From an optimization exercise on the open Yosys and OpenROAD flow, aimed at small area; shortcuts taken in it are not production practice. Function was checked by simulation only, so behaviour that the tests miss may differ from the original. Power is estimated from default activity; no workload was simulated.

run A:
Design prt_agc, start of the top module:
module prt_agc (
    input  wire        clk,
    input  wire        rst,
    input  wire        bus_valid,
    input  wire        bus_wr,
    input  wire [7:0]  bus_addr,
    input  wire [31:0] bus_wdata,
    output reg  [31:0] bus_rdata,
    output wire        mem_req,
    output wire        mem_we,
    output wire [31:0] mem_addr,
    output wire [1:0]  mem_size,
    output wire [31:0] mem_wdata,
    input  wire        mem_ack,
    input  wire [31:0] mem_rdata,
    input  wire        cad_tick,
    input  wire        agc_tick,
    input  wire        cmp_in,
    output wire [5:0]  vref_code,
    output wire        ind_out,
    output wire        irq
);
Size: roughly 1500 cells after synthesis, about 380 flip-flops, ~0.018 mm² of cells after synthesis.
export LEC_CHECK = 0
export CAP_MARGIN = 10
export CORE_MARGIN = 2
export CORE_UTILIZATION = 40
export SLEW_MARGIN = 10
create_clock -name core_clock -period 10.0 [get_ports {clk}]
standard.sh (not shown) runs the stock make flow with config.mk's settings and CLKGATE_MAP_FILE= SYNTH_SCRIPT=/design/flow/synth_recipe.tcl, a recipe that flattens the netlist after the stock synthesis.
==> flow/flow/run.sh <==
#!/bin/bash
# The standard ORFS layout (standard.sh), with these changes:
#  * synthesis maps the logic with an area-oriented ABC script
#    (flow/abc_area.script) instead of ORFS's speed script, and without the
#    half-adder cells, so that ABC maps the counters' decrementers itself;
#    the registers are mapped before ABC runs, so they are the standard
#    synthesis's;
#  * every port is still buffered, with sky130_fd_sc_hd__buf_1;
#  * the clock tree uses larger sink clusters and no dummy loads.
set -euo pipefail
here=$(pwd)
rm -rf "$here/orfs_scripts"
cp -r "$FLOW_HOME/scripts" "$here/orfs_scripts"
cp "$here/flow/abc_area.script" "$here/orfs_scripts/abc_speed.script"

# the platform's don't-use list, plus the half adders (synthesis only)
du=$(sed -n '/^export DONT_USE_CELLS += \\/,/^#/p' "$FLOW_HOME/platforms/sky130hd/config.mk" \
     | grep -o 'sky130_fd_sc_hd__[a-z0-9_]*' | tr '\n' ' ')
du="$du sky130_fd_sc_hd__ha_1 sky130_fd_sc_hd__ha_2 sky130_fd_sc_hd__ha_4"

export BUFFER_PORTS_ARGS="-buffer_cell sky130_fd_sc_hd__buf_1"
export CTS_ARGS="-sink_clustering_enable -repair_clock_nets -dont_use_dummy_load -buf_list sky130_fd_sc_hd__clkbuf_8 -sink_clustering_size 14 -sink_clustering_max_diameter 60"

bash standard.sh SCRIPTS_DIR="$here/orfs_scripts" DONT_USE_CELLS="$du" synth > "$here/synth.log" 2>&1
bash standard.sh > "$here/layout.log" 2>&1
==> flow/flow/abc_area.script <==
&get -n
&st
&dch -f
&nf -R 1000 -p
&put
topo
stime -c
Having completed the whole flow, run A delivered a layout that passed the timing, DRC and antenna checks.
Relative to run A, the following input files were edited for run B:
-- flow/flow/run.sh --
<<< run A, line 22
export CTS_ARGS="-sink_clustering_enable -repair_clock_nets -dont_use_dummy_load -buf_list sky130_fd_sc_hd__clkbuf_8 -sink_clustering_size 14 -sink_clustering_max_diameter 60"
>>> run B, line 22
export CTS_ARGS="-sink_clustering_enable -repair_clock_nets -dont_use_dummy_load -buf_list sky130_fd_sc_hd__clkbuf_16 -sink_clustering_size 30 -sink_clustering_max_diameter 60"
-- flow/config.mk --
<<< run A, line 10
export CORE_UTILIZATION = 40
>>> run B, line 10
export CORE_UTILIZATION = 60
--- outcome ---
Run B: fill cell instance count of the final layout is about 45% lower than what run A reported. Global-route usage over all layers, run A and run B, higher one = run B. Clock latency on the worst-skew pair, run A and run B, lower one = run B. Going from run A to run B, the post-layout total power was found to have gone up by 0.18 mW. The area growth from synthesis to layout on run A is in line with that on run B. Worst setup margin is higher on run A. Sort run A and run B by length of routed met3 wiring desc -> top: run B. Re placeable core region: run A and run B aren't equal, and the lower value belongs to run B. Summary of run B over run A: clock network fraction of total power saw an increase, final design area excluding fillers saw little to no change.
### run B -> run C
-- flow/flow/run.sh --
<<< run B, line 22
export CTS_ARGS="-sink_clustering_enable -repair_clock_nets -dont_use_dummy_load -buf_list sky130_fd_sc_hd__clkbuf_16 -sink_clustering_size 30 -sink_clustering_max_diameter 60"
>>> run C, line 22
export CTS_ARGS="-sink_clustering_enable -repair_clock_nets -dont_use_dummy_load -buf_list sky130_fd_sc_hd__clkbuf_16 -sink_clustering_size 26 -sink_clustering_max_diameter 90"
-- flow/config.mk --
<<< run B, line 10
export CORE_UTILIZATION = 60
>>> run C, line 10
export CORE_UTILIZATION = 70
Findings:
- On run C: met1 demand-to-capacity share in global routing is 5.7 points higher than what run B gave.
- Changes observed in run C relative to run B: width of the chip -7.3%; part of the total power dissipated in the clock network -5.6 points; layout buffering overhead excluding clock cells ~0 delta; number of vias after detailed routing +about 2%.
- [run C] share of the clock period used by the worst path after layout rose 1.4 points relative to run B
- Core utilization: run C higher than run B
- Diff run C..run B | largest incremental delay on the critical path | negligible
- Compared with run B, in run C wire length dropped 0.52%; power decreased 0.27 mW; final cell count without fillers moved down.
## Diff of input files: run D against run C
-- flow/config.mk --
<<< run C, line 8
export CAP_MARGIN = 10
>>> run D, line 8
export CAP_MARGIN = 0
<<< run C, line 10
export CORE_UTILIZATION = 70
export SLEW_MARGIN = 10
>>> run D, line 10
export CORE_UTILIZATION = 40
export SLEW_MARGIN = 0
==> notes.md <==
Changes observed in run D relative to run C: well tap count now larger, worst clock skew on the final layout went up 0.028 ns, share of total power in the clock network rose by 1.7 points, period utilization lower. Count of inverters not on the clock network in the layout of run C is on par with run D. Taking run C as the reference point, the total placed cells including tap cells of run D rises by 263. Area growth from synthesis to layout in run D is 2.3 points higher than in run C. Total length of routed wires (lower): run C. Going from run C to run D, number of CTS-inserted buffers grows by 3. Compared with run C, run D shows a higher power after layout.

==> re-timing with driven ports <==
In the flow no input, the clock included, has a driving cell. The finished layouts below were timed again as built, in two steps. Step 1 sets driving cells, clkbuf_16 on the clock port and buf_2 on the other inputs (assumed; they add their load-dependent delay and slew). Step 2 times the ports against the registers' clock, not the clock port: input delays grow and output delays shrink by t, the midpoint of the rising clock arrivals with the driver on. Slacks: ideal ports / drivers / drivers and shift; pairs: ideal ports / drivers.
run | shift t [ns] | slack for setup (ns) | slew at the worst register clock pin (ns)
run A | 0.649 | 0.581 / 0.530 / 1.092 | 0.10 / 0.10
run B | 0.617 | 0.570 / 0.518 / 1.134 | 0.09 / 0.09
run C | 0.572 | 0.429 / 0.379 / 0.951 | 0.11 / 0.11
run D | 0.595 | 0.616 / 0.561 / 1.156 | 0.11 / 0.11
After both steps every run listed still meets setup and hold.
